Source: an optimization exercise on an open RTL-to-GDS flow (aim: small area, a short achievable clock period and few clock cycles). Production flows keep margins and buffers that such runs may drop.
RTL that was checked went through simulation tests only; none was proved equivalent to the original.
No functional check of the RTL was part of run 2.

==> flow/design.v, too long to show whole: its modules and the start of the top module <==
// module stokast_dpt: 75 lines
// module stokast_sine_q: 971 lines
// module stokast_core: 451 lines
// module stokast_wave: 35 lines
// module stokast_table: 13 lines
module stokast_core (
    input  wire        clk,
    input  wire        rst,
    input  wire        cmd_valid,
    output wire        cmd_ready,
    input  wire        cmd_pass,
    input  wire [63:0] cmd_word,
    input  wire [31:0] cmd_now,
    input  wire [79:0] cmd_fate,
    output reg         resp_valid,
    output reg  [3:0]  resp_emit,
    output reg  [47:0] resp_dac,
    output reg  [4:0]  resp_mode,
    output reg         resp_fault
);
  // ...
==> flow/run.sh <==
#!/bin/bash
# synth_recipe.tcl (not shown) runs the flow's synth.tcl, then flattens the netlist and writes it again
# the make line also repeats each setting of config.mk as NAME=value (left out here)
make -C /OpenROAD-flow-scripts/flow DESIGN_CONFIG=/design/flow/config.mk WORK_HOME=/design/flow/orfs CLKGATE_MAP_FILE= SYNTH_SCRIPT=/design/flow/synth_recipe.tcl finish
==> flow/config.mk <==
export PLATFORM = sky130hd
export DESIGN_NAME = stokast_core
export DESIGN_NICKNAME = stokast_core
export VERILOG_FILES = /design/flow/design.v
export SDC_FILE = /design/flow/constraint.sdc
export NUM_CORES = 4
export LEC_CHECK = 0
export CAP_MARGIN = 20
export CORE_MARGIN = 2
export CORE_UTILIZATION = 40
export SLEW_MARGIN = 20
==> flow/constraint.sdc <==
create_clock -name core_clock -period 20.0 [get_ports {clk}]
set_input_delay 4.0000 -clock core_clock [delete_from_list [all_inputs] [get_ports {clk}]]
set_output_delay 4.0000 -clock core_clock [all_outputs]
set_load 0.01 [all_outputs]
==> impl_metrics.tcl, run 1 <==
set metrics [dict create \
    crit_type "reg2reg" \
    regMostFlops "rand_idx" \
    final-seq-area_sq_um 18500 \
    worst_hold_path_type "reg2reg" \
    dominant_cells "multi-input gates" \
    post-cts-setup-buffers 0 \
    die-height_um 553 \
    postCtsResizedCells 0 \
    place_hpwl_um 337000 \
    timing.critical_path.fanout_max 22 \
    layoutNonFillerInstCount 18100 \
    status "complete, no violations" \
    routedLengthMet1_um 183000 \
    largestRegisters "rand_idx: 128 flops, last_out: 48 flops, resp_dac: 48 flops" \
    critical_path.n_buffers_inverters 11 \
    drv.max_cap_violation_count 0 \
    grt_first_pass_wirelength_um 653000 \
    worst_ep_required_time_ns 20.32 \
    final_core_util 0.436 \
    avgRoutedWirePerCell_um 23.8 \
    sh_seq_area 0.141 \
    crit_path_end "last_out[0][7]" \
    dpl_worst_slack_ns 1.21 \
    post_route_cells_drive_above_1_share 0.0561 \
    avgViaCountPerCell 5.71 \
    fin_crit_sh 0.934 \
    grt.total_usage 0.278 \
    yosys_reg_bits 724 \
    critPathLaunchType "flop" \
    post_synthesis_simple_gate_area_fraction 0.151 \
    delay_of_the_slowest_cell_on_the_worst_path_ns 0.58 \
    gr-usage-met1 0.389 \
    fraction_of_area_in_multi_input_gates 0.692 \
    commonest_cells_after_routing_fill_and_taps_aside "2443 x sky130_fd_sc_hd__inv_1, 1723 x sky130_fd_sc_hd__nand2_1, 1621 x sky130_fd_sc_hd__fa_1" \
    worst_hold_margin_ns 0.452 \
    number_of_primary_i_o_pins 240 \
    grt-ovfl-total 0 \
]
Testbench counts, summed over its fixed seeds: cycles 735,425.
==> module stokast_core, before the edit <==
module stokast_core (
    input  wire        clk,
    input  wire        rst,
    input  wire        cmd_valid,
    output wire        cmd_ready,
    input  wire        cmd_pass,
    input  wire [63:0] cmd_word,
    input  wire [31:0] cmd_now,
    input  wire [79:0] cmd_fate,
    output reg         resp_valid,
    output reg  [3:0]  resp_emit,
    output reg  [47:0] resp_dac,
    output reg  [4:0]  resp_mode,
    output reg         resp_fault
);
    localparam [2:0] K_RUN = 3'd0, K_SEED = 3'd1, K_FATE = 3'd2, K_LENGTH = 3'd3,
                     K_OFFSET = 3'd4, K_LFO = 3'd5, K_STEPS = 3'd6, K_TSYNC = 3'd7;
    localparam [1:0] SYNC_SYNC = 2'd0, SYNC_FREE = 2'd1, SYNC_LOOP = 2'd2;
    localparam [3:0] OP_TICK = 4'd0, OP_RESET = 4'd1, OP_SEED = 4'd2, OP_SEEDCLICK = 4'd3,
                     OP_LENGTH = 4'd4, OP_LENGTHCLICK = 4'd5, OP_OFFSET = 4'd6,
                     OP_OFFSETCLICK = 4'd7, OP_STEPS = 4'd8, OP_STEPSCLICK = 4'd9;
    localparam [31:0] IDLE_TIMEOUT = 32'd5000;
    localparam [3:0] S_IDLE = 4'd0, S_TICK = 4'd1, S_MODOP = 4'd2, S_STEPS = 4'd3,
                     S_PHASE = 4'd4, S_GATE = 4'd5, S_RESP = 4'd6;
    localparam [1:0] MK_LFO = 2'd0, MK_OFS = 2'd1, MK_SYNC = 2'd2;
    reg [13:0] seed;
    reg [6:0]  plen;
    reg [6:0]  length   [0:3];
    reg [6:0]  steps    [0:3];
    reg [5:0]  offset   [0:3];
    reg [1:0]  sync     [0:3];
    reg [3:0]  lfo_mode [0:3];
    reg [4:0]  mode;
    reg [31:0] tick_count;
    reg [31:0] gph;
    reg [5:0]  tph      [0:3];
    reg        reset_armed;
    reg [31:0] predicted;
    reg [31:0] last_tick_time;
    reg [31:0] last_action;
    reg [11:0] last_out [0:3];
    reg [3:0]  last_ok;
    reg [3:0]  gate_high;
    reg [31:0] rand_idx [0:3];
    reg        regen;
    reg        acted;
    reg        fault;
    reg [3:0]  state;
    reg [1:0]  trk;         
    reg        dv_wait;     
    reg [31:0] pnow;        
    reg [7:0]  gcmd;        
    reg [1:0]  mod_kind;
    reg        mod_neg;
    reg [7:0]  step_cnt;
    reg        step_up;
    reg [5:0]  dv_cnt;
    reg [32:0] dv_r;
    reg [31:0] dv_q;
    reg [31:0] dv_d;
    wire [32:0] dv_shift = {dv_r[31:0], dv_q[31]};
    wire [33:0] dv_sub   = {1'b0, dv_shift} - {2'b0, dv_d};
    wire        dv_done  = dv_wait && (dv_cnt == 6'd0);
    assign cmd_ready = (state == S_IDLE);
    wire [3:0]  w_opc = cmd_word[3:0];
    wire [1:0]  w_trk = cmd_word[5:4];
    wire [25:0] w_rsv = cmd_word[31:6];
    wire [31:0] w_pay = cmd_word[63:32];
    wire        w_small = (w_pay[31:7] == 25'd0) || (w_pay[31:7] == {25{1'b1}});
    wire signed [8:0] w_d = {w_pay[7], w_pay[7:0]};
    reg w_ok;
    always @(*) begin
        w_ok = (w_opc <= 4'd9) && (w_rsv == 26'd0);
        if (w_opc <= 4'd5 && w_trk != 2'd0) w_ok = 1'b0;
        if ((w_opc == OP_RESET || w_opc == OP_SEEDCLICK || w_opc == OP_LENGTHCLICK ||
             w_opc == OP_OFFSETCLICK || w_opc == OP_STEPSCLICK) && w_pay != 32'd0)
            w_ok = 1'b0;
        if ((w_opc == OP_SEED || w_opc == OP_LENGTH || w_opc == OP_OFFSET ||
             w_opc == OP_STEPS) && !w_small)
            w_ok = 1'b0;
    end
    wire [2:0] mode_kind = mode[4:2];
    wire [1:0] mode_trk  = mode[1:0];
    function [6:0] fate_len(input [3:0] sel);
        case (sel)
            4'd0:  fate_len = 7'd2;
            4'd1:  fate_len = 7'd4;
            4'd2:  fate_len = 7'd8;
            4'd3:  fate_len = 7'd16;
            4'd4:  fate_len = 7'd32;
            4'd5:  fate_len = 7'd64;
            4'd6:  fate_len = 7'd3;
            4'd7:  fate_len = 7'd5;
            4'd8:  fate_len = 7'd6;
            4'd9:  fate_len = 7'd7;
            4'd10: fate_len = 7'd12;
            4'd11: fate_len = 7'd24;
            4'd12: fate_len = 7'd2;
            4'd13: fate_len = 7'd4;
            4'd14: fate_len = 7'd8;
            default: fate_len = 7'd16;
        endcase
    endfunction
    wire [6:0]  cur_len   = length[trk];
    wire [6:0]  cur_steps = steps[trk];
    wire [1:0]  cur_sync  = sync[trk];
    wire [3:0]  cur_mode  = lfo_mode[trk];
    wire [31:0] cur_dpt;
    stokast_dpt u_dpt (.len(cur_len), .dpt(cur_dpt));
    wire [6:0]  tick_den  = (cur_sync == SYNC_SYNC && plen < cur_len) ? plen : cur_len;
    wire [31:0] tick_num  = (cur_sync == SYNC_LOOP) ? tick_count : gph;
    wire [31:0] elapsed   = pnow - last_tick_time;
    wire [31:0] m_clamp   = (elapsed < predicted) ? elapsed : predicted;
    wire [63:0] interp_prod = m_clamp * cur_dpt;
    wire [31:0] interp    = dv_wait ? dv_q : 32'd0;
    wire [31:0] phase     = tph[trk] * cur_dpt + interp;
    wire [11:0] wave_val;
    stokast_wave u_wave (.mode(cur_mode), .phase(phase), .value(wave_val));
    wire [6:0]  rnd_n = (cur_steps != 7'd0) ? cur_steps : cur_len;
    wire [11:0] rnd_val;
    stokast_table u_table (.seed(seed), .trk(trk), .idx(dv_r[5:0]), .value(rnd_val));
    wire [1:0]  cur_gcmd = gcmd[2*trk +: 2];
    wire [6:0]  op_len = length[w_trk];
    wire [6:0]  mod_den = (mod_kind == MK_LFO) ? 7'd12 :
                          (mod_kind == MK_SYNC) ? 7'd3 : length[trk];
    wire [6:0]  mod_res = (mod_neg && dv_r[6:0] != 7'd0) ? (mod_den - dv_r[6:0]) : dv_r[6:0];
    reg [7:0] so_n, so_l;
    always @(*) begin
        so_n = {1'b0, steps[trk]};
        so_l = {1'b0, length[trk]};
        if (step_up) begin
            so_n = so_n + 8'd1;
            if (so_n > so_l) begin
                so_l = so_l + 8'd1;
                so_n = 8'd0;
            end
        end else begin
            if (so_n == 8'd0) begin
                so_l = so_l - 8'd1;
                so_n = so_l;
            end else begin
                so_n = so_n - 8'd1;
            end
        end
        if (so_l < 8'd2)  so_l = 8'd2;
        if (so_l > 8'd64) so_l = 8'd64;
        if (so_n > 8'd64) so_n = 8'd64;
        if (so_n > so_l)  so_n = so_l;
    end
    reg signed [15:0] sv;    
    reg [15:0]        sabs;
    integer t;
    always @(posedge clk) begin
        if (rst) begin
            seed           <= 14'd0;
            plen           <= 7'd16;
            for (t = 0; t < 4; t = t + 1) begin
                length[t]   <= 7'd16;
                steps[t]    <= 7'd0;
                offset[t]   <= 6'd0;
                sync[t]     <= SYNC_SYNC;
                lfo_mode[t] <= 4'd0;
                tph[t]      <= 6'd0;
                last_out[t] <= 12'd0;
                rand_idx[t] <= 32'd0;
            end
            mode           <= 5'd0;
            tick_count     <= 32'd0;
            gph            <= 32'd0;
            reset_armed    <= 1'b1;
            predicted      <= 32'd0;
            last_tick_time <= 32'd0;
            last_action    <= 32'd0;
            last_ok        <= 4'd0;
            gate_high      <= 4'd0;
            regen          <= 1'b0;
            acted          <= 1'b0;
            fault          <= 1'b0;
            state          <= S_IDLE;
            trk            <= 2'd0;
            dv_wait        <= 1'b0;
            dv_cnt         <= 6'd0;
            pnow           <= 32'd0;
            gcmd           <= 8'd0;
            mod_kind       <= MK_LFO;
            mod_neg        <= 1'b0;
            step_cnt       <= 8'd0;
            step_up        <= 1'b0;
            resp_valid     <= 1'b0;
            resp_emit      <= 4'd0;
            resp_dac       <= 48'd0;
            resp_mode      <= 5'd0;
            resp_fault     <= 1'b0;
        end else begin
            resp_valid <= 1'b0;
            if (dv_cnt != 6'd0) begin
                dv_cnt <= dv_cnt - 6'd1;
                if (!dv_sub[33]) begin
                    dv_r <= dv_sub[32:0];
                    dv_q <= {dv_q[30:0], 1'b1};
                end else begin
                    dv_r <= dv_shift;
                    dv_q <= {dv_q[30:0], 1'b0};
                end
            end
            case (state)
            S_IDLE: if (cmd_valid) begin
                pnow <= cmd_now;
                if (cmd_pass) begin
                    gcmd <= cmd_word[7:0];
                    resp_emit <= 4'd0;
                    resp_dac  <= 48'd0;
                    if (fault) begin
                        state <= S_RESP;
                    end else begin
                        if (regen) begin
                            for (t = 0; t < 4; t = t + 1) rand_idx[t] <= 32'd0;
                            regen <= 1'b0;
                        end
                        if (acted) begin
                            last_action <= cmd_now;
                            acted <= 1'b0;
                        end else if (mode != 5'd0 && (cmd_now - last_action) >= IDLE_TIMEOUT) begin
                            mode <= 5'd0;
                        end
                        trk   <= 2'd0;
                        state <= S_PHASE;
                    end
                end else if (!fault) begin
                    if (!w_ok) begin
                        fault <= 1'b1;
                    end else begin
                        trk <= w_trk;
                        case (w_opc)
                        OP_TICK: begin
                            last_tick_time <= cmd_now;
                            predicted      <= w_pay;
                            tick_count     <= tick_count + 32'd1;
                            if (reset_armed) begin
                                gph <= 32'd0;
                                reset_armed <= 1'b0;
                            end else begin
                                gph <= gph + 32'd1;
                            end
                            trk   <= 2'd0;
                            state <= S_TICK;
                        end
                        OP_RESET: reset_armed <= 1'b1;
                        OP_SEED: begin
                            if (mode_kind == K_FATE) begin
                                for (t = 0; t < 4; t = t + 1) begin
                                    length[t] <= fate_len(cmd_fate[16*t +: 4]);
                                    steps[t]  <= ({1'b0, cmd_fate[16*t+4 +: 6]} > fate_len(cmd_fate[16*t +: 4])) ?
                                                 fate_len(cmd_fate[16*t +: 4]) : {1'b0, cmd_fate[16*t+4 +: 6]};
                                    offset[t] <= ({1'b0, cmd_fate[16*t+10 +: 6]} >= fate_len(cmd_fate[16*t +: 4])) ?
                                                 (fate_len(cmd_fate[16*t +: 4]) - 7'd1) : cmd_fate[16*t+10 +: 6];
                                end
                                seed        <= (cmd_fate[79:64] > 16'd9999) ? 14'd9999 : cmd_fate[77:64];
                                regen       <= 1'b1;
                                reset_armed <= 1'b1;
                                acted       <= 1'b1;
                            end else begin
                                sv = $signed({2'b0, seed}) + w_d;
                                if (sv >= 0 && sv <= 9999) begin
                                    seed  <= sv[13:0];
                                    regen <= 1'b1;
                                    mode  <= {K_SEED, 2'd0};
                                    acted <= 1'b1;
                                end
                            end
                        end
                        OP_SEEDCLICK: begin
                            mode  <= (mode_kind == K_FATE) ? {K_SEED, 2'd0} : {K_FATE, 2'd0};
                            acted <= 1'b1;
                        end
                        OP_LENGTH: begin
                            sv = $signed({9'b0, plen}) + w_d;
                            if (sv >= 2 && sv <= 64) begin
                                plen  <= sv[6:0];
                                regen <= 1'b1;
                                mode  <= {K_LENGTH, 2'd0};
                                acted <= 1'b1;
                            end
                        end
                        OP_LENGTHCLICK: ;
                        OP_OFFSET: begin
                            if (mode == {K_LFO, w_trk}) begin
                                sv = $signed({12'b0, lfo_mode[w_trk]}) + w_d;
                                mod_kind <= MK_LFO;
                            end else begin
                                sv = $signed({10'b0, offset[w_trk]}) + w_d;
                                mod_kind <= MK_OFS;
                                mode <= {K_OFFSET, w_trk};
                            end
                            sabs = sv[15] ? -sv : sv;
                            mod_neg <= sv[15];
                            dv_r    <= 33'd0;
                            dv_q    <= {16'd0, sabs};
                            dv_d    <= (mode == {K_LFO, w_trk}) ? 32'd12 : {25'd0, op_len};
                            dv_cnt  <= 6'd32;
                            dv_wait <= 1'b1;
                            regen   <= 1'b1;
                            acted   <= 1'b1;
                            state   <= S_MODOP;
                        end
                        OP_OFFSETCLICK: begin
                            mode  <= (mode == {K_LFO, w_trk}) ? {K_OFFSET, w_trk} : {K_LFO, w_trk};
                            acted <= 1'b1;
                        end
                        OP_STEPS: begin
                            acted <= 1'b1;
                            if (mode == {K_TSYNC, w_trk}) begin
                                sv = $signed({14'b0, sync[w_trk]}) + w_d;
                                sabs = sv[15] ? -sv : sv;
                                mod_kind <= MK_SYNC;
                                mod_neg  <= sv[15];
                                dv_r     <= 33'd0;
                                dv_q     <= {16'd0, sabs};
                                dv_d     <= 32'd3;
                                dv_cnt   <= 6'd32;
                                dv_wait  <= 1'b1;
                                state    <= S_MODOP;
                            end else begin
                                regen    <= 1'b1;
                                mode     <= {K_STEPS, w_trk};
                                step_up  <= !w_d[8];
                                step_cnt <= w_d[8] ? -w_d[7:0] : w_d[7:0];
                                state    <= S_STEPS;
                            end
                        end
                        OP_STEPSCLICK: begin
                            mode  <= (mode == {K_TSYNC, w_trk}) ? {K_STEPS, w_trk} : {K_TSYNC, w_trk};
                            acted <= 1'b1;
                        end
                        default: ;
                        endcase
                    end
                end
            end
            S_TICK: begin
                if (!dv_wait) begin
                    dv_r    <= 33'd0;
                    dv_q    <= tick_num;
                    dv_d    <= {25'd0, tick_den};
                    dv_cnt  <= 6'd32;
                    dv_wait <= 1'b1;
                end else if (dv_done) begin
                    dv_wait  <= 1'b0;
                    tph[trk] <= dv_r[5:0];
                    trk      <= trk + 2'd1;
                    if (trk == 2'd3) state <= S_IDLE;
                end
            end
            S_MODOP: begin
                if (dv_done) begin
                    dv_wait <= 1'b0;
                    case (mod_kind)
                        MK_LFO:  lfo_mode[trk] <= mod_res[3:0];
                        MK_SYNC: sync[trk]     <= mod_res[1:0];
                        default: offset[trk]   <= mod_res[5:0];
                    endcase
                    state <= S_IDLE;
                end
            end
            S_STEPS: begin
                if (step_cnt != 8'd0) begin
                    steps[trk]  <= so_n[6:0];
                    length[trk] <= so_l[6:0];
                    step_cnt    <= step_cnt - 8'd1;
                end else begin
                    mod_kind <= MK_OFS;
                    mod_neg  <= 1'b0;
                    dv_r     <= 33'd0;
                    dv_q     <= {26'd0, offset[trk]};
                    dv_d     <= {25'd0, length[trk]};
                    dv_cnt   <= 6'd32;
                    dv_wait  <= 1'b1;
                    state    <= S_MODOP;
                end
            end
            S_PHASE: begin
                if (!dv_wait && predicted != 32'd0) begin
                    dv_r    <= {1'b0, interp_prod[63:32]};
                    dv_q    <= interp_prod[31:0];
                    dv_d    <= predicted;
                    dv_cnt  <= 6'd32;
                    dv_wait <= 1'b1;
                end else if (!dv_wait || dv_done) begin
                    dv_wait <= 1'b0;
                    if (cur_mode != 4'd0 && (!last_ok[trk] || last_out[trk] != wave_val)) begin
                        resp_emit[trk]         <= 1'b1;
                        resp_dac[12*trk +: 12] <= wave_val;
                        last_out[trk]          <= wave_val;
                        last_ok[trk]           <= 1'b1;
                    end
                    trk <= trk + 2'd1;
                    if (trk == 2'd3) state <= S_GATE;
                end
            end
            S_GATE: begin
                if (!dv_wait) begin
                    case (cur_gcmd)
                    2'd1: begin
                        gate_high[trk] <= 1'b1;
                        if (!gate_high[trk] && cur_mode == 4'd0) begin
                            dv_r    <= 33'd0;
                            dv_q    <= rand_idx[trk];
                            dv_d    <= {25'd0, rnd_n};
                            dv_cnt  <= 6'd32;
                            dv_wait <= 1'b1;
                        end else begin
                            trk <= trk + 2'd1;
                            if (trk == 2'd3) state <= S_RESP;
                        end
                    end
                    2'd2: begin
                        gate_high[trk] <= 1'b0;
                        trk <= trk + 2'd1;
                        if (trk == 2'd3) state <= S_RESP;
                    end
                    2'd3: begin
                        fault <= 1'b1;
                        state <= S_RESP;
                    end
                    default: begin
                        trk <= trk + 2'd1;
                        if (trk == 2'd3) state <= S_RESP;
                    end
                    endcase
                end else if (dv_done) begin
                    dv_wait                <= 1'b0;
                    resp_emit[trk]         <= 1'b1;
                    resp_dac[12*trk +: 12] <= rnd_val;
                    last_out[trk]          <= rnd_val;
                    last_ok[trk]           <= 1'b1;
                    rand_idx[trk]          <= rand_idx[trk] + 32'd1;
                    trk <= trk + 2'd1;
                    if (trk == 2'd3) state <= S_RESP;
                end
            end
            S_RESP: begin
                resp_valid <= 1'b1;
                resp_mode  <= mode;
                resp_fault <= fault;
                state      <= S_IDLE;
            end
            default: state <= S_IDLE;
            endcase
        end
    end
endmodule
==> run 2, diff against run 1 <==
--- a/flow/design.v
+++ b/flow/design.v
@@ -75,2 +75,75 @@
 endmodule
+module stokast_hmul1 (input wire [3:0] d, output reg [31:0] v);
+    always @(*) begin
+        case (d)
+            4'd0: v = 32'h00000000;
+            4'd1: v = 32'h9E3779B1;
+            4'd2: v = 32'h3C6EF362;
+            4'd3: v = 32'hDAA66D13;
+            4'd4: v = 32'h78DDE6C4;
+            4'd5: v = 32'h17156075;
+            4'd6: v = 32'hB54CDA26;
+            4'd7: v = 32'h538453D7;
+            4'd8: v = 32'hF1BBCD88;
+            4'd9: v = 32'h8FF34739;
+            4'd10: v = 32'h2E2AC0EA;
+            4'd11: v = 32'hCC623A9B;
+            4'd12: v = 32'h6A99B44C;
+            4'd13: v = 32'h08D12DFD;
+            4'd14: v = 32'hA708A7AE;
+            4'd15: v = 32'h4540215F;
+            default: v = 32'h0;
+        endcase
+    end
+endmodule
+module stokast_hmul2 (input wire [3:0] d, output reg [31:0] v);
+    always @(*) begin
+        case (d)
+            4'd0: v = 32'h00000000;
+            4'd1: v = 32'h85EBCA77;
+            4'd2: v = 32'h0BD794EE;
+            4'd3: v = 32'h91C35F65;
+            4'd4: v = 32'h17AF29DC;
+            4'd5: v = 32'h9D9AF453;
+            4'd6: v = 32'h2386BECA;
+            4'd7: v = 32'hA9728941;
+            4'd8: v = 32'h2F5E53B8;
+            4'd9: v = 32'hB54A1E2F;
+            4'd10: v = 32'h3B35E8A6;
+            4'd11: v = 32'hC121B31D;
+            4'd12: v = 32'h470D7D94;
+            4'd13: v = 32'hCCF9480B;
+            4'd14: v = 32'h52E51282;
+            4'd15: v = 32'hD8D0DCF9;
+            default: v = 32'h0;
+        endcase
+    end
+endmodule
+module stokast_trik (input wire [4:0] w, output reg [29:0] k);
+    always @(*) begin
+        case (w)
+            5'd0: k = 30'd0;
+            5'd1: k = 30'd2047;
+            5'd2: k = 30'd6141;
+            5'd3: k = 30'd14329;
+            5'd4: k = 30'd30705;
+            5'd5: k = 30'd63457;
+            5'd6: k = 30'd128961;
+            5'd7: k = 30'd259969;
+            5'd8: k = 30'd521985;
+            5'd9: k = 30'd1046017;
+            5'd10: k = 30'd2094081;
+            5'd11: k = 30'd4190209;
+            5'd12: k = 30'd8382465;
+            5'd13: k = 30'd16766977;
+            5'd14: k = 30'd33536001;
+            5'd15: k = 30'd67074049;
+            5'd16: k = 30'd134150145;
+            5'd17: k = 30'd268302337;
+            5'd18: k = 30'd536606721;
+            5'd19: k = 30'd1073215489;
+            default: k = 30'h3FFFFFFF;
+        endcase
+    end
+endmodule
 module stokast_sine_q (
@@ -1068,4 +1141,4 @@
     localparam [31:0] IDLE_TIMEOUT = 32'd5000;
-    localparam [3:0] S_IDLE = 4'd0, S_TICK = 4'd1, S_MODOP = 4'd2, S_STEPS = 4'd3,
-                     S_PHASE = 4'd4, S_GATE = 4'd5, S_RESP = 4'd6;
+    localparam [2:0] S_IDLE = 3'd0, S_SETUP = 3'd1, S_PASS = 3'd2, S_TICK = 3'd3,
+                     S_MOD = 3'd4, S_STEPS = 3'd5;
     localparam [1:0] MK_LFO = 2'd0, MK_OFS = 2'd1, MK_SYNC = 2'd2;
@@ -1090,2 +1163,3 @@
     reg [31:0] rand_idx [0:3];
+    reg [5:0]  rand_mod [0:3];    
     reg        regen;
@@ -1093,7 +1167,8 @@
     reg        fault;
-    reg [3:0]  state;
-    reg [1:0]  trk;         
-    reg        dv_wait;     
+    reg [3:0]  tph_ok;            
+    reg [2:0]  state;
     reg [31:0] pnow;        
     reg [7:0]  gcmd;        
+    reg        chk_idle;    
+    reg [1:0]  otrk;        
     reg [1:0]  mod_kind;
@@ -1102,9 +1177,2 @@
     reg        step_up;
-    reg [5:0]  dv_cnt;
-    reg [32:0] dv_r;
-    reg [31:0] dv_q;
-    reg [31:0] dv_d;
-    wire [32:0] dv_shift = {dv_r[31:0], dv_q[31]};
-    wire [33:0] dv_sub   = {1'b0, dv_shift} - {2'b0, dv_d};
-    wire        dv_done  = dv_wait && (dv_cnt == 6'd0);
     assign cmd_ready = (state == S_IDLE);
@@ -1128,3 +1196,2 @@
     wire [2:0] mode_kind = mode[4:2];
-    wire [1:0] mode_trk  = mode[1:0];
     function [6:0] fate_len(input [3:0] sel);
@@ -1149,29 +1216,44 @@
     endfunction
-    wire [6:0]  cur_len   = length[trk];
-    wire [6:0]  cur_steps = steps[trk];
-    wire [1:0]  cur_sync  = sync[trk];
-    wire [3:0]  cur_mode  = lfo_mode[trk];
-    wire [31:0] cur_dpt;
-    stokast_dpt u_dpt (.len(cur_len), .dpt(cur_dpt));
-    wire [6:0]  tick_den  = (cur_sync == SYNC_SYNC && plen < cur_len) ? plen : cur_len;
-    wire [31:0] tick_num  = (cur_sync == SYNC_LOOP) ? tick_count : gph;
-    wire [31:0] elapsed   = pnow - last_tick_time;
-    wire [31:0] m_clamp   = (elapsed < predicted) ? elapsed : predicted;
-    wire [63:0] interp_prod = m_clamp * cur_dpt;
-    wire [31:0] interp    = dv_wait ? dv_q : 32'd0;
-    wire [31:0] phase     = tph[trk] * cur_dpt + interp;
-    wire [11:0] wave_val;
-    stokast_wave u_wave (.mode(cur_mode), .phase(phase), .value(wave_val));
-    wire [6:0]  rnd_n = (cur_steps != 7'd0) ? cur_steps : cur_len;
-    wire [11:0] rnd_val;
-    stokast_table u_table (.seed(seed), .trk(trk), .idx(dv_r[5:0]), .value(rnd_val));
-    wire [1:0]  cur_gcmd = gcmd[2*trk +: 2];
-    wire [6:0]  op_len = length[w_trk];
-    wire [6:0]  mod_den = (mod_kind == MK_LFO) ? 7'd12 :
-                          (mod_kind == MK_SYNC) ? 7'd3 : length[trk];
-    wire [6:0]  mod_res = (mod_neg && dv_r[6:0] != 7'd0) ? (mod_den - dv_r[6:0]) : dv_r[6:0];
+    reg [6:0] den [0:3];
+    reg [3:0] is_loop;
+    integer t;
+    always @(*) begin
+        for (t = 0; t < 4; t = t + 1) begin
+            den[t]     = (sync[t] == SYNC_SYNC && plen < length[t]) ? plen : length[t];
+            is_loop[t] = (sync[t] == SYNC_LOOP);
+        end
+    end
+    reg        me_busy;
+    reg [2:0]  me_nib;      
+    reg [5:0]  me_r;
+    reg [6:0]  me_den;
+    reg [1:0]  me_src;      
+    reg [7:0]  me_val;
+    wire [31:0] me_word = (me_src == 2'd0) ? gph : (me_src == 2'd1) ? tick_count : {24'd0, me_val};
+    wire [3:0]  me_bits = me_word[4*me_nib +: 4];
+    reg  [6:0]  me_x;
+    reg  [5:0]  me_rn;
+    integer ms;
+    always @(*) begin
+        me_rn = me_r;
+        for (ms = 3; ms >= 0; ms = ms - 1) begin
+            me_x = {me_rn, me_bits[ms]};
+            if (me_x >= me_den) me_x = me_x - me_den;
+            me_rn = me_x[5:0];
+        end
+    end
+    wire        me_last = (me_nib == 3'd0);
+    wire [5:0]  me_res  = (mod_neg && me_rn != 6'd0) ? (me_den[5:0] - me_rn) : me_rn;
+    function [2:0] top_nib(input [31:0] x);
+        integer i;
+        begin
+            top_nib = 3'd0;
+            for (i = 1; i < 8; i = i + 1)
+                if (x[4*i +: 4] != 4'd0) top_nib = i[2:0];
+        end
+    endfunction
     reg [7:0] so_n, so_l;
     always @(*) begin
-        so_n = {1'b0, steps[trk]};
-        so_l = {1'b0, length[trk]};
+        so_n = {1'b0, steps[otrk]};
+        so_l = {1'b0, length[otrk]};
         if (step_up) begin
@@ -1195,5 +1277,66 @@
     end
+    reg [31:0] pm;         
+    reg [33:0] pm1;        
+    reg [33:0] pm2;        
+    reg [33:0] pn1;        
+    reg        p_zero;     
+    reg        p_full;     
+    wire [31:0] s_e   = pnow - last_tick_time;
+    wire [33:0] s_e1  = {2'b0, s_e} - {2'b0, predicted};
+    wire [33:0] s_e2  = {2'b0, s_e} - {1'b0, predicted, 1'b0};
+    reg [3:0]  ipend;      
+    reg        i_v;
+    reg [1:0]  i_t;
+    reg [6:0]  i_k;
+    reg [31:0] i_dpt;
+    wire [1:0] ipick = ipend[0] ? 2'd0 : ipend[1] ? 2'd1 : ipend[2] ? 2'd2 : 2'd3;
+    wire [31:0] pick_dpt;
+    stokast_dpt u_dpt (.len(length[ipick]), .dpt(pick_dpt));
+    wire [31:0] i_base = i_dpt * i_k;
+    reg [31:0] u_R [0:3];
+    reg [31:0] u_P [0:3];
+    reg [4:0]  u_J [0:3];    
+    reg [5:0]  u_g [0:3];    
+    reg [3:0]  u_busy;
+    wire [31:0] un_R [0:3];
+    wire [31:0] un_P [0:3];
+    wire [5:0]  un_g [0:3];
+    wire [3:0]  u_fin;        
+    genvar gi;
+    generate
+        for (gi = 0; gi < 4; gi = gi + 1) begin : g_unit
+            stokast_unit u_unit (
+                .L(length[gi]), .md(lfo_mode[gi]), .R(u_R[gi]), .P(u_P[gi]), .J(u_J[gi]), .g(u_g[gi]),
+                .pm(pm), .pm1(pm1), .pm2(pm2), .pn1(pn1),
+                .nR(un_R[gi]), .nP(un_P[gi]), .ng(un_g[gi]), .fin(u_fin[gi]));
+        end
+    endgenerate
+    wire [3:0] rdy = u_busy & u_fin;
+    wire [1:0] wpick = rdy[0] ? 2'd0 : rdy[1] ? 2'd1 : rdy[2] ? 2'd2 : 2'd3;
+    reg        w_v;
+    reg [1:0]  w_t;
+    reg [31:0] w_P;
+    wire [11:0] wave_val;
+    stokast_wave u_wave (.mode(lfo_mode[w_t]), .phase(w_P), .value(wave_val));
+    reg [3:0]  gpend;
+    reg        h_busy;
+    reg        h_ph2;
+    reg [2:0]  h_cnt;
+    reg [1:0]  h_t;
+    reg [31:0] h_acc;
+    reg [31:0] h_x;
+    wire [1:0]  hpick = gpend[0] ? 2'd0 : gpend[1] ? 2'd1 : gpend[2] ? 2'd2 : 2'd3;
+    wire [31:0] h_m1, h_m2;
+    stokast_hmul1 u_hm1 (.d(h_x[31:28]), .v(h_m1));
+    wire [31:0] h_sum1 = {h_acc[27:0], 4'd0} + h_m1;
+    wire [31:0] h_x2   = h_sum1 ^ {15'd0, h_sum1[31:15]};
+    wire [3:0]  h_d2   = (h_ph2) ? h_x[31:28] : h_x2[31:28];
+    stokast_hmul2 u_hm2 (.d(h_d2), .v(h_m2));
+    wire [31:0] h_sum2 = (h_ph2 ? {h_acc[27:0], 4'd0} : 32'd0) + h_m2;
+    wire [6:0]  h_n    = (steps[h_t] != 7'd0) ? steps[h_t] : length[h_t];
     reg signed [15:0] sv;    
     reg [15:0]        sabs;
-    integer t;
+    reg [3:0]         tslow;
+    reg [5:0]         tinc;
+    wire tick_slow = |(~tph_ok & ~({4{reset_armed}} & ~is_loop));
     always @(posedge clk) begin
@@ -1211,2 +1354,3 @@
                 rand_idx[t] <= 32'd0;
+                rand_mod[t] <= 6'd0;
             end
@@ -1224,8 +1368,5 @@
             fault          <= 1'b0;
+            tph_ok         <= 4'hF;
             state          <= S_IDLE;
-            trk            <= 2'd0;
-            dv_wait        <= 1'b0;
-            dv_cnt         <= 6'd0;
-            pnow           <= 32'd0;
-            gcmd           <= 8'd0;
+            otrk           <= 2'd0;
             mod_kind       <= MK_LFO;
@@ -1234,2 +1375,10 @@
             step_up        <= 1'b0;
+            me_busy        <= 1'b0;
+            tslow          <= 4'd0;
+            ipend          <= 4'd0;
+            i_v            <= 1'b0;
+            u_busy         <= 4'd0;
+            w_v            <= 1'b0;
+            gpend          <= 4'd0;
+            h_busy         <= 1'b0;
             resp_valid     <= 1'b0;
@@ -1241,11 +1390,6 @@
             resp_valid <= 1'b0;
-            if (dv_cnt != 6'd0) begin
-                dv_cnt <= dv_cnt - 6'd1;
-                if (!dv_sub[33]) begin
-                    dv_r <= dv_sub[32:0];
-                    dv_q <= {dv_q[30:0], 1'b1};
-                end else begin
-                    dv_r <= dv_shift;
-                    dv_q <= {dv_q[30:0], 1'b0};
-                end
+            if (me_busy) begin
+                me_r   <= me_rn;
+                me_nib <= me_nib - 3'd1;
+                if (me_last) me_busy <= 1'b0;
             end
@@ -1253,14 +1397,19 @@
             S_IDLE: if (cmd_valid) begin
-                pnow <= cmd_now;
                 if (cmd_pass) begin
-                    gcmd <= cmd_word[7:0];
+                    pnow      <= cmd_now;
+                    gcmd      <= cmd_word[7:0];
                     resp_emit <= 4'd0;
-                    resp_dac  <= 48'd0;
                     if (fault) begin
-                        state <= S_RESP;
+                        resp_valid <= 1'b1;
+                        resp_fault <= 1'b1;
+                        resp_mode  <= mode;
                     end else begin
                         if (regen) begin
-                            for (t = 0; t < 4; t = t + 1) rand_idx[t] <= 32'd0;
+                            for (t = 0; t < 4; t = t + 1) begin
+                                rand_idx[t] <= 32'd0;
+                                rand_mod[t] <= 6'd0;
+                            end
                             regen <= 1'b0;
                         end
+                        chk_idle <= !acted;
                         if (acted) begin
@@ -1268,7 +1417,4 @@
                             acted <= 1'b0;
-                        end else if (mode != 5'd0 && (cmd_now - last_action) >= IDLE_TIMEOUT) begin
-                            mode <= 5'd0;
                         end
-                        trk   <= 2'd0;
-                        state <= S_PHASE;
+                        state <= S_SETUP;
                     end
@@ -1278,3 +1424,3 @@
                     end else begin
-                        trk <= w_trk;
+                        otrk <= w_trk;
                         case (w_opc)
@@ -1290,4 +1436,16 @@
                             end
-                            trk   <= 2'd0;
-                            state <= S_TICK;
+                            for (t = 0; t < 4; t = t + 1) begin
+                                tinc = tph[t] + 6'd1;
+                                if (reset_armed && !is_loop[t]) begin
+                                    tph[t]    <= 6'd0;
+                                    tph_ok[t] <= 1'b1;
+                                    tslow[t]  <= 1'b0;
+                                end else if (tph_ok[t]) begin
+                                    tph[t]    <= ({1'b0, tinc} == den[t]) ? 6'd0 : tinc;
+                                    tslow[t]  <= 1'b0;
+                                end else begin
+                                    tslow[t]  <= 1'b1;
+                                end
+                            end
+                            state <= tick_slow ? S_TICK : S_IDLE;
                         end
@@ -1303,2 +1461,3 @@
                                 end
+                                tph_ok      <= 4'd0;
                                 seed        <= (cmd_fate[79:64] > 16'd9999) ? 14'd9999 : cmd_fate[77:64];
@@ -1324,6 +1483,7 @@
                             if (sv >= 2 && sv <= 64) begin
-                                plen  <= sv[6:0];
-                                regen <= 1'b1;
-                                mode  <= {K_LENGTH, 2'd0};
-                                acted <= 1'b1;
+                                plen   <= sv[6:0];
+                                regen  <= 1'b1;
+                                mode   <= {K_LENGTH, 2'd0};
+                                acted  <= 1'b1;
+                                tph_ok <= 4'd0;
                             end
@@ -1335,2 +1495,3 @@
                                 mod_kind <= MK_LFO;
+                                me_den   <= 7'd12;
                             end else begin
@@ -1338,3 +1499,4 @@
                                 mod_kind <= MK_OFS;
-                                mode <= {K_OFFSET, w_trk};
+                                mode     <= {K_OFFSET, w_trk};
+                                me_den   <= length[w_trk];
                             end
@@ -1342,10 +1504,10 @@
                             mod_neg <= sv[15];
-                            dv_r    <= 33'd0;
-                            dv_q    <= {16'd0, sabs};
-                            dv_d    <= (mode == {K_LFO, w_trk}) ? 32'd12 : {25'd0, op_len};
-                            dv_cnt  <= 6'd32;
-                            dv_wait <= 1'b1;
+                            me_val  <= sabs[7:0];
+                            me_src  <= 2'd2;
+                            me_r    <= 6'd0;
+                            me_nib  <= 3'd1;
+                            me_busy <= 1'b1;
                             regen   <= 1'b1;
                             acted   <= 1'b1;
-                            state   <= S_MODOP;
+                            state   <= S_MOD;
                         end
@@ -1357,2 +1519,3 @@
                             acted <= 1'b1;
+                            tph_ok[w_trk] <= 1'b0;
                             if (mode == {K_TSYNC, w_trk}) begin
@@ -1362,8 +1525,9 @@
                                 mod_neg  <= sv[15];
-                                dv_r     <= 33'd0;
-                                dv_q     <= {16'd0, sabs};
-                                dv_d     <= 32'd3;
-                                dv_cnt   <= 6'd32;
-                                dv_wait  <= 1'b1;
-                                state    <= S_MODOP;
+                                me_den   <= 7'd3;
+                                me_val   <= sabs[7:0];
+                                me_src   <= 2'd2;
+                                me_r     <= 6'd0;
+                                me_nib   <= 3'd1;
+                                me_busy  <= 1'b1;
+                                state    <= S_MOD;
                             end else begin
@@ -1386,22 +1550,26 @@
             S_TICK: begin
-                if (!dv_wait) begin
-                    dv_r    <= 33'd0;
-                    dv_q    <= tick_num;
-                    dv_d    <= {25'd0, tick_den};
-                    dv_cnt  <= 6'd32;
-                    dv_wait <= 1'b1;
-                end else if (dv_done) begin
-                    dv_wait  <= 1'b0;
-                    tph[trk] <= dv_r[5:0];
-                    trk      <= trk + 2'd1;
-                    if (trk == 2'd3) state <= S_IDLE;
+                if (!me_busy) begin
+                    if (tslow == 4'd0) begin
+                        state <= S_IDLE;
+                    end else begin
+                        otrk    <= tslow[0] ? 2'd0 : tslow[1] ? 2'd1 : tslow[2] ? 2'd2 : 2'd3;
+                        me_den  <= den[tslow[0] ? 0 : tslow[1] ? 1 : tslow[2] ? 2 : 3];
+                        me_src  <= is_loop[tslow[0] ? 0 : tslow[1] ? 1 : tslow[2] ? 2 : 3] ? 2'd1 : 2'd0;
+                        me_nib  <= top_nib(is_loop[tslow[0] ? 0 : tslow[1] ? 1 : tslow[2] ? 2 : 3] ? tick_count : gph);
+                        me_r    <= 6'd0;
+                        me_busy <= 1'b1;
+                        mod_neg <= 1'b0;
+                        tslow[tslow[0] ? 0 : tslow[1] ? 1 : tslow[2] ? 2 : 3] <= 1'b0;
+                    end
+                end else if (me_last) begin
+                    tph[otrk]    <= me_rn;
+                    tph_ok[otrk] <= 1'b1;
                 end
             end
-            S_MODOP: begin
-                if (dv_done) begin
-                    dv_wait <= 1'b0;
+            S_MOD: begin
+                if (me_last) begin
                     case (mod_kind)
-                        MK_LFO:  lfo_mode[trk] <= mod_res[3:0];
-                        MK_SYNC: sync[trk]     <= mod_res[1:0];
-                        default: offset[trk]   <= mod_res[5:0];
+                        MK_LFO:  lfo_mode[otrk] <= me_res[3:0];
+                        MK_SYNC: sync[otrk]     <= me_res[1:0];
+                        default: offset[otrk]   <= me_res[5:0];
                     endcase
@@ -1412,5 +1580,5 @@
                 if (step_cnt != 8'd0) begin
-                    steps[trk]  <= so_n[6:0];
-                    length[trk] <= so_l[6:0];
-                    step_cnt    <= step_cnt - 8'd1;
+                    steps[otrk]  <= so_n[6:0];
+                    length[otrk] <= so_l[6:0];
+                    step_cnt     <= step_cnt - 8'd1;
                 end else begin
@@ -1418,75 +1586,131 @@
                     mod_neg  <= 1'b0;
-                    dv_r     <= 33'd0;
-                    dv_q     <= {26'd0, offset[trk]};
-                    dv_d     <= {25'd0, length[trk]};
-                    dv_cnt   <= 6'd32;
-                    dv_wait  <= 1'b1;
-                    state    <= S_MODOP;
+                    me_den   <= length[otrk];
+                    me_val   <= {2'd0, offset[otrk]};
+                    me_src   <= 2'd2;
+                    me_r     <= 6'd0;
+                    me_nib   <= 3'd1;
+                    me_busy  <= 1'b1;
+                    state    <= S_MOD;
                 end
             end
-            S_PHASE: begin
-                if (!dv_wait && predicted != 32'd0) begin
-                    dv_r    <= {1'b0, interp_prod[63:32]};
-                    dv_q    <= interp_prod[31:0];
-                    dv_d    <= predicted;
-                    dv_cnt  <= 6'd32;
-                    dv_wait <= 1'b1;
-                end else if (!dv_wait || dv_done) begin
-                    dv_wait <= 1'b0;
-                    if (cur_mode != 4'd0 && (!last_ok[trk] || last_out[trk] != wave_val)) begin
-                        resp_emit[trk]         <= 1'b1;
-                        resp_dac[12*trk +: 12] <= wave_val;
-                        last_out[trk]          <= wave_val;
-                        last_ok[trk]           <= 1'b1;
-                    end
-                    trk <= trk + 2'd1;
-                    if (trk == 2'd3) state <= S_GATE;
+            S_SETUP: begin
+                if (chk_idle && mode != 5'd0 && (pnow - last_action) >= IDLE_TIMEOUT)
+                    mode <= 5'd0;
+                pm     <= s_e;
+                pm1    <= s_e1;
+                pm2    <= s_e2;
+                pn1    <= -{2'b0, predicted};
+                p_zero <= (predicted == 32'd0) || (s_e == 32'd0);
+                p_full <= (predicted != 32'd0) && !s_e1[33];
+                for (t = 0; t < 4; t = t + 1) begin
+                    ipend[t] <= (lfo_mode[t] != 4'd0);
+                    gpend[t] <= (gcmd[2*t +: 2] == 2'd1) && !gate_high[t] && (lfo_mode[t] == 4'd0);
+                    if (gcmd[2*t +: 2] == 2'd1) gate_high[t] <= 1'b1;
+                    if (gcmd[2*t +: 2] == 2'd2) gate_high[t] <= 1'b0;
+                end
+                if (gcmd[1:0] == 2'd3 || gcmd[3:2] == 2'd3 || gcmd[5:4] == 2'd3 || gcmd[7:6] == 2'd3) begin
+                    fault      <= 1'b1;
+                    resp_valid <= 1'b1;
+                    resp_fault <= 1'b1;
+                    resp_mode  <= mode;
+                    ipend      <= 4'd0;
+                    gpend      <= 4'd0;
+                    state      <= S_IDLE;
+                end else begin
+                    state <= S_PASS;
                 end
             end
-            S_GATE: begin
-                if (!dv_wait) begin
-                    case (cur_gcmd)
-                    2'd1: begin
-                        gate_high[trk] <= 1'b1;
-                        if (!gate_high[trk] && cur_mode == 4'd0) begin
-                            dv_r    <= 33'd0;
-                            dv_q    <= rand_idx[trk];
-                            dv_d    <= {25'd0, rnd_n};
-                            dv_cnt  <= 6'd32;
-                            dv_wait <= 1'b1;
-                        end else begin
-                            trk <= trk + 2'd1;
-                            if (trk == 2'd3) state <= S_RESP;
-                        end
+            S_PASS: begin
+                i_v <= 1'b0;
+                if (ipend != 4'd0) begin
+                    i_v   <= 1'b1;
+                    i_t   <= ipick;
+                    i_k   <= {1'b0, tph[ipick]} + {6'd0, p_full};
+                    i_dpt <= pick_dpt;
+                    ipend[ipick] <= 1'b0;
+                end
+                for (t = 0; t < 4; t = t + 1) begin
+                    if (u_busy[t] && !u_fin[t]) begin
+                        u_R[t] <= un_R[t];
+                        u_P[t] <= un_P[t];
+                        u_g[t] <= un_g[t];
+                        u_J[t] <= u_J[t] - 5'd1;
                     end
-                    2'd2: begin
-                        gate_high[trk] <= 1'b0;
-                        trk <= trk + 2'd1;
-                        if (trk == 2'd3) state <= S_RESP;
+                end
+                if (i_v) begin
+                    u_busy[i_t] <= 1'b1;
+                    u_P[i_t]    <= i_base;
+                    u_R[i_t]    <= pm;
+                    if (p_zero || p_full) begin
+                        u_J[i_t] <= 5'd0;
+                    end else begin
+                        case (length[i_t][6:2])
+                            5'd0:           begin u_J[i_t] <= 5'd30; u_g[i_t] <= 6'd3  - {4'd0, length[i_t][1:0]}; end
+                            5'd1:           begin u_J[i_t] <= 5'd29; u_g[i_t] <= 6'd7  - {3'd0, length[i_t][2:0]}; end
+                            5'd2, 5'd3:     begin u_J[i_t] <= 5'd28; u_g[i_t] <= 6'd15 - {2'd0, length[i_t][3:0]}; end
+                            5'd4, 5'd5, 5'd6, 5'd7:
+                                            begin u_J[i_t] <= 5'd27; u_g[i_t] <= 6'd31 - {1'd0, length[i_t][4:0]}; end
+                            5'd16:          begin u_J[i_t] <= 5'd25; u_g[i_t] <= 6'd63; end
+                            default:        begin u_J[i_t] <= 5'd26; u_g[i_t] <= 6'd63 - length[i_t][5:0]; end
+                        endcase
                     end
-                    2'd3: begin
-                        fault <= 1'b1;
-                        state <= S_RESP;
+                end
+                w_v <= 1'b0;
+                if (rdy != 4'd0) begin
+                    w_v <= 1'b1;
+                    w_t <= wpick;
+                    w_P <= u_P[wpick];
+                    u_busy[wpick] <= 1'b0;
+                end
+                if (w_v) begin
+                    if (!last_ok[w_t] || last_out[w_t] != wave_val) begin
+                        resp_emit[w_t]         <= 1'b1;
+                        resp_dac[12*w_t +: 12] <= wave_val;
+                        last_out[w_t]          <= wave_val;
+                        last_ok[w_t]           <= 1'b1;
                     end
-                    default: begin
-                        trk <= trk + 2'd1;
-                        if (trk == 2'd3) state <= S_RESP;
+                end
+                if (!h_busy) begin
+                    if (gpend != 4'd0) begin
+                        h_busy <= 1'b1;
+                        h_ph2  <= 1'b0;
+                        h_cnt  <= 3'd5;
+                        h_t    <= hpick;
+                        h_acc  <= 32'd0;
+                        h_x    <= {2'd0, seed, hpick, rand_mod[hpick], 8'd0};
+                        gpend[hpick] <= 1'b0;
+                    end
+                end else if (!h_ph2) begin
+                    h_x   <= {h_x[27:0], 4'd0};
+                    h_acc <= h_sum1;
+                    if (h_cnt == 3'd0) begin
+                        h_ph2 <= 1'b1;
+                        h_cnt <= 3'd6;
+                        h_acc <= h_sum2;
+                        h_x   <= {h_x2[27:0], 4'd0};
+                    end else begin
+                        h_cnt <= h_cnt - 3'd1;
+                    end
+                end else begin
+                    h_x   <= {h_x[27:0], 4'd0};
+                    h_acc <= h_sum2;
+                    h_cnt <= h_cnt - 3'd1;
+                    if (h_cnt == 3'd0) begin
+                        h_busy                 <= 1'b0;
+                        resp_emit[h_t]         <= 1'b1;
+                        resp_dac[12*h_t +: 12] <= h_sum2[31:20];
+                        last_out[h_t]          <= h_sum2[31:20];
+                        last_ok[h_t]           <= 1'b1;
+                        rand_idx[h_t]          <= rand_idx[h_t] + 32'd1;
+                        rand_mod[h_t]          <= (rand_idx[h_t] == 32'hFFFFFFFF ||
+                                                   {1'b0, rand_mod[h_t]} + 7'd1 == h_n) ? 6'd0 : rand_mod[h_t] + 6'd1;
                     end
-                    endcase
-                end else if (dv_done) begin
-                    dv_wait                <= 1'b0;
-                    resp_emit[trk]         <= 1'b1;
-                    resp_dac[12*trk +: 12] <= rnd_val;
-                    last_out[trk]          <= rnd_val;
-                    last_ok[trk]           <= 1'b1;
-                    rand_idx[trk]          <= rand_idx[trk] + 32'd1;
-                    trk <= trk + 2'd1;
-                    if (trk == 2'd3) state <= S_RESP;
                 end
-            end
-            S_RESP: begin
-                resp_valid <= 1'b1;
-                resp_mode  <= mode;
-                resp_fault <= fault;
-                state      <= S_IDLE;
+                if (ipend == 4'd0 && !i_v && u_busy == 4'd0 && gpend == 4'd0 &&
+                    (!h_busy || (h_ph2 && h_cnt == 3'd0))) begin
+                    resp_valid <= 1'b1;
+                    resp_fault <= 1'b0;
+                    resp_mode  <= mode;
+                    state      <= S_IDLE;
+                end
             end
@@ -1532,14 +1756,47 @@
 endmodule
-module stokast_table (
-    input  wire [13:0] seed,
-    input  wire [1:0]  trk,
-    input  wire [5:0]  idx,
-    output wire [11:0] value
+module stokast_unit (
+    input  wire [6:0]  L,
+    input  wire [3:0]  md,
+    input  wire [31:0] R,
+    input  wire [31:0] P,
+    input  wire [4:0]  J,
+    input  wire [5:0]  g,
+    input  wire [31:0] pm,
+    input  wire [33:0] pm1,
+    input  wire [33:0] pm2,
+    input  wire [33:0] pn1,
+    output wire [31:0] nR,
+    output wire [31:0] nP,
+    output wire [5:0]  ng,
+    output wire        fin
 );
-    wire [31:0] x0 = {10'd0, seed, trk, idx};
-    wire [31:0] x1 = x0 * 32'h9E3779B1;
-    wire [31:0] x2 = x1 ^ (x1 >> 15);
-    wire [31:0] x3 = x2 * 32'h85EBCA77;
-    wire [31:0] x4 = x3 ^ (x3 >> 13);
-    assign value = x4[31:20];
+    wire [6:0]  g2 = {g, 1'b1};
+    wire        gb = (g2 >= L);
+    wire [6:0]  g3 = gb ? (g2 - L) : g2;
+    wire [33:0] R2 = {1'b0, R, 1'b0};
+    wire [33:0] A0 = R2 + (gb ? {2'b0, pm} : 34'd0);
+    wire [33:0] A1 = R2 + (gb ? pm1 : pn1);
+    wire [33:0] A2 = R2 + pm2;
+    wire        c2 = gb & ~A2[33];
+    wire        c1 = ~A1[33];
+    wire [31:0] one = 32'd1 << (J - 5'd1);
+    assign nR = c2 ? A2[31:0] : c1 ? A1[31:0] : A0[31:0];
+    assign nP = c2 ? (P + {one[30:0], 1'b0}) : c1 ? (P + one) : P;
+    assign ng = g3[5:0];
+    wire [1:0]  addq = (md == 4'd4 || md == 4'd7 || md == 4'd10) ? 2'b01 :
+                       (md == 4'd5 || md == 4'd8 || md == 4'd11) ? 2'b10 : 2'b00;
+    wire [31:0] q  = {P[31:30] + addq, P[29:0]};
+    wire [31:0] mk = (J == 5'd0) ? 32'd0 : ((32'd2 << J) - 32'd1);
+    wire        x20 = (&(q[19:0] | mk[19:0])) & (|(q[19:0] & mk[19:0]));
+    wire        x30 = (&(q[29:0] | mk[29:0])) & (|(q[29:0] & mk[29:0]));
+    wire        x31 = (&(q[30:0] | mk[30:0])) & (|(q[30:0] & mk[30:0]));
+    wire        inc = (q[31:30] == 2'b00) || (q[31:30] == 2'b11);
+    wire [29:0] z   = (q[29:0] + ~{q[18:0], 11'd0} + {29'd0, ~inc}) ^ 30'h20000000;
+    wire [4:0]  w   = (J == 5'd0) ? 5'd0 : (J + 5'd1);
+    wire [29:0] kw;
+    stokast_trik u_k (.w(w), .k(kw));
+    wire ok_saw = (J < 5'd20) & ~x20;
+    wire ok_sq  = (J < 5'd31) & ~x31;
+    wire ok_tri = (J < 5'd19) & ~x30 & (z >= kw);
+    assign fin = (md >= 4'd9) ? ok_sq : (md >= 4'd6) ? ok_tri : ok_saw;
 endmodule
==> run 2 against run 1 <==
Still clean. Final cell count increased by 31%. Non-clock buffer count increased by 34. Worst hold slack improved by 0.0020 ns. Clock skew increased by 0.029 ns. First-iteration DRC count increased by 42%. Maximum frequency increased by 37%. Flip-flop and latch count increased by 574. Critical path depth decreased by 30. Utilization increased by 0.54 points. Critical endpoint is now last_out[0][7]. Highest routed layer unchanged.
==> impl_metrics.tcl, run 2 <==
set metrics [dict create \
    num-nets-final 20500 \
    ctsHoldBuffers 0 \
    ff2ff_path_depth 36 \
    worst_clock_skew_ns 0.0896 \
    reg2reg_setup_slack_ns 6.38 \
    avgRoutedWirePerCell_um 24.6 \
    rr_endpoint "last_out[0][7]" \
    fin_crit_sh 0.681 \
    pin_count_of_the_biggest_net_entering_global_routing 96 \
    largestRegisters "rand_idx: 128 flops, u_P: 128 flops, u_R: 128 flops" \
    grt-ovfl-total 0 \
    synthTopCellsByArea "sky130_fd_sc_hd__edfxtp_1 19%, sky130_fd_sc_hd__ha_1 12%, sky130_fd_sc_hd__fa_1 5.0%" \
    route.final.wire_length_um 581000 \
    endpoint_kind "flop" \
    route.vias.total 145000 \
    synth_area_sq_um 150000 \
    synth.most_common_cell "sky130_fd_sc_hd__nand2_1" \
    synth_async_sr_flop_share 0 \
    share_of_the_synthesized_area_in_the_top_cell_type 0.193 \
    tightestPinTransition_ns 1.31 \
    post-cts-setup-buffers 0 \
    detail_route.drc_violations 0 \
    drv.max_cap_violation_count 0 \
    clock_tree.buffer_depth 4 \
    commonest_cells_after_routing_fill_and_taps_aside "1980 x sky130_fd_sc_hd__nand2_1, 1941 x sky130_fd_sc_hd__nor2_1, 1505 x sky130_fd_sc_hd__a21oi_1" \
    detailedRoute.firstPassIterationCount 9 \
    first_iter_violations 16000 \
    gp_congestion 1.01 \
    clockRootBuffer "sky130_fd_sc_hd__clkbuf_16" \
    place_hpwl_um 442000 \
    avgViaCountPerCell 6.13 \
    crit_family "compound AO/OA/AOI/OAI gates" \
    critical_path.n_buffers_inverters 5 \
    worst_hold_path_type "reg2reg" \
    crit_type "reg2reg" \
    ys_dominant_reg_cell "sky130_fd_sc_hd__edfxtp_1" \
    clk_transition_reported_paths_ns 0.06 \
    yosysTopAreaCell "sky130_fd_sc_hd__edfxtp_1" \
    worst_hold_margin_ns 0.454 \
    min_path_cells 2 \
    max_freq_mhz 73.4 \
    clock_latency_ns 0.91 \
    timing.critical_path.arrival_ns 14.15 \
    layout_min_cycle_time_ns 13.62 \
    ys.warnings.count 7 \
    areaGrowthSynthToFinish_pct 9.65 \
    synthDistinctLibCells 117 \
    crit_slowest_cell "sky130_fd_sc_hd__dfxtp_1" \
    layout.cells.most_common "sky130_fd_sc_hd__nand2_1" \
    rows 224 \
    die_area_sq_um 380000 \
    synth_cells 18600 \
    grt_antenna_before_repair 26 \
    post_route_cells_drive_above_1_share 0.0591 \
    vias_in_the_first_global_route 135000 \
    grt.total_usage 0.293 \
    residual_antenna_violating_net_count_after_detailed_routing 0 \
    dpl_worst_slack_ns 5.89 \
    chipWidth_um 617 \
    yosysSeqAreaShare 0.238 \
    rsz_0062_raised_after_global_routing "false" \
    whs_endpoint "last_action[12]" \
    cts_htree_levels 4 \
    post-place-cells 23300 \
    status "complete, no violations" \
    finalWorstSetupSlack_ns 6.38 \
    relative_slew_slack 0.127 \
    postCtsResizedCells 0 \
    count_of_final_hold_check_violations 0 \
    yosys_reg_bits 1298 \
    layoutNonFillerInstCount 23600 \
    fin_setup_tns_ns 0 \
    start_util 0.403 \
    synth_enable_flop_cells 965 \
    grt_first_pass_wirelength_um 862000 \
    clock_tree_from_tritoncts "yes" \
    timing.critical_path.fanout_max 28 \
    worst_ep_required_time_ns 20.54 \
    core_sq_um 373000 \
    report.final.slew_viol_count 0 \
    synth_top_cells_by_count "1995 x sky130_fd_sc_hd__nand2_1, 1956 x sky130_fd_sc_hd__nor2_1, 1507 x sky130_fd_sc_hd__a21oi_1, 1481 x sky130_fd_sc_hd__ha_1, 1177 x sky130_fd_sc_hd__inv_1" \
    synth.avg_cell_area_sq_um 8.06 \
    delay_of_the_slowest_cell_on_the_worst_path_ns 0.90 \
    finalSetupViolations 0 \
    cts_sinks 1298 \
    hold_path_startpoint "last_action[12]" \
    port_buffers 239 \
    total_clock_buffers_created_by_cts 170 \
    critPathLaunchType "flop" \
    die-height_um 617 \
    number_of_primary_i_o_pins 240 \
    cpMostUsedCell "sky130_fd_sc_hd__fa_1" \
]
run 2: changes by cell type after synthesis, sizes merged, moves of 438 or more:
cell and delta:
a21oi +725, inv -1271, edfxtp +565, xnor2 +438, o21ai +616, fa -1243
nor2 +838
run 2: worst max-delay path by stage:
stage,cells past startpoint,endpoint,start
2_1_floorplan,44,last_out[3][0],flop
3_3_place_gp,37,last_out[2][3],flop
3_5_place_dp,35,last_out[2][2],flop
4_1_cts,35,last_out[0][8],flop
5_1_grt,39,last_out[0][6],flop
6_report,36,last_out[0][7],flop
run 2: tightest hold or removal path: stages, from the launching register on:
cell and delay (ns):
sky130_fd_sc_hd__dfxtp_1 0.31, sky130_fd_sc_hd__nand2_1 0.05, sky130_fd_sc_hd__a21oi_1 0.05
run 2: cell families after synthesis:
kind of cell / share of synthesized area
XOR/XNOR: 0.0718
AND/OR/NAND/NOR: 0.203
multiplexers: 0.0426
buffers and inverters: 0.0528
flip-flops: 0.238
other: 0.0000500
AO/OA/AOI/OAI: 0.217
adder cells (fa/ha/maj): 0.175
run 2: final cells by class:
cell class              count  area (sq um)
clock inverters            95          1200
repair buffers            590          5060
flip-flops and latches   1298         35700
clock buffers             214          4810
multi-input cells       15200        107000
inverters                1201          4510
well taps                4972          6220
diodes                     12          30.0
fillers                 37300        208000
run 2: layer usage:
metal | vias to the layer above | global-route usage | part of all wire
li1 | 67200 | - | -
met1 | 69600 | 0.406 | 0.43
met2 | 6961 | 0.450 | 0.43
met3 | 1153 | 0.0550 | 0.096
met4 | 10 | 0.114 | 0.045
met5 | - | 0 | 0.00012
run 2: through the flow:
step / area, sq um / utilization
2_1_floorplan: 150000 / -
3_3_place_gp: 158000 / 0.425
3_5_place_dp: 158000 / 0.425
4_1_cts: 164000 / 0.441
5_1_grt: 165000 / 0.441
6_report: 165000 / 0.441

## afterwards: timing with drivers on the ports
No port has a modelled driver above. Below, the same layouts with a new extraction and two added sets of constraints.
Step 1 sets driving cells, clkbuf_16 on the clock port and buf_2 on the other inputs (assumed; they add their load-dependent delay and slew).
Step 2 moves the port delays by t, midway between the first and last clock arrival at a register: inputs arrive t later, outputs are due t later. That takes back most of the time a late clock gives input paths.
Slacks: ideal ports / drivers / drivers and shift; pairs: ideal ports / drivers.
run | t (ns) | slack for setup (ns) | slew at the worst register clock pin (ns)
run 1 | 0.800 | 1.321 / 1.321 / 1.321 | 0.07 / 0.07
run 2 | 0.968 | 6.384 / 6.384 / 6.384 | 0.07 / 0.07
After both steps setup and hold are still met in every run listed.
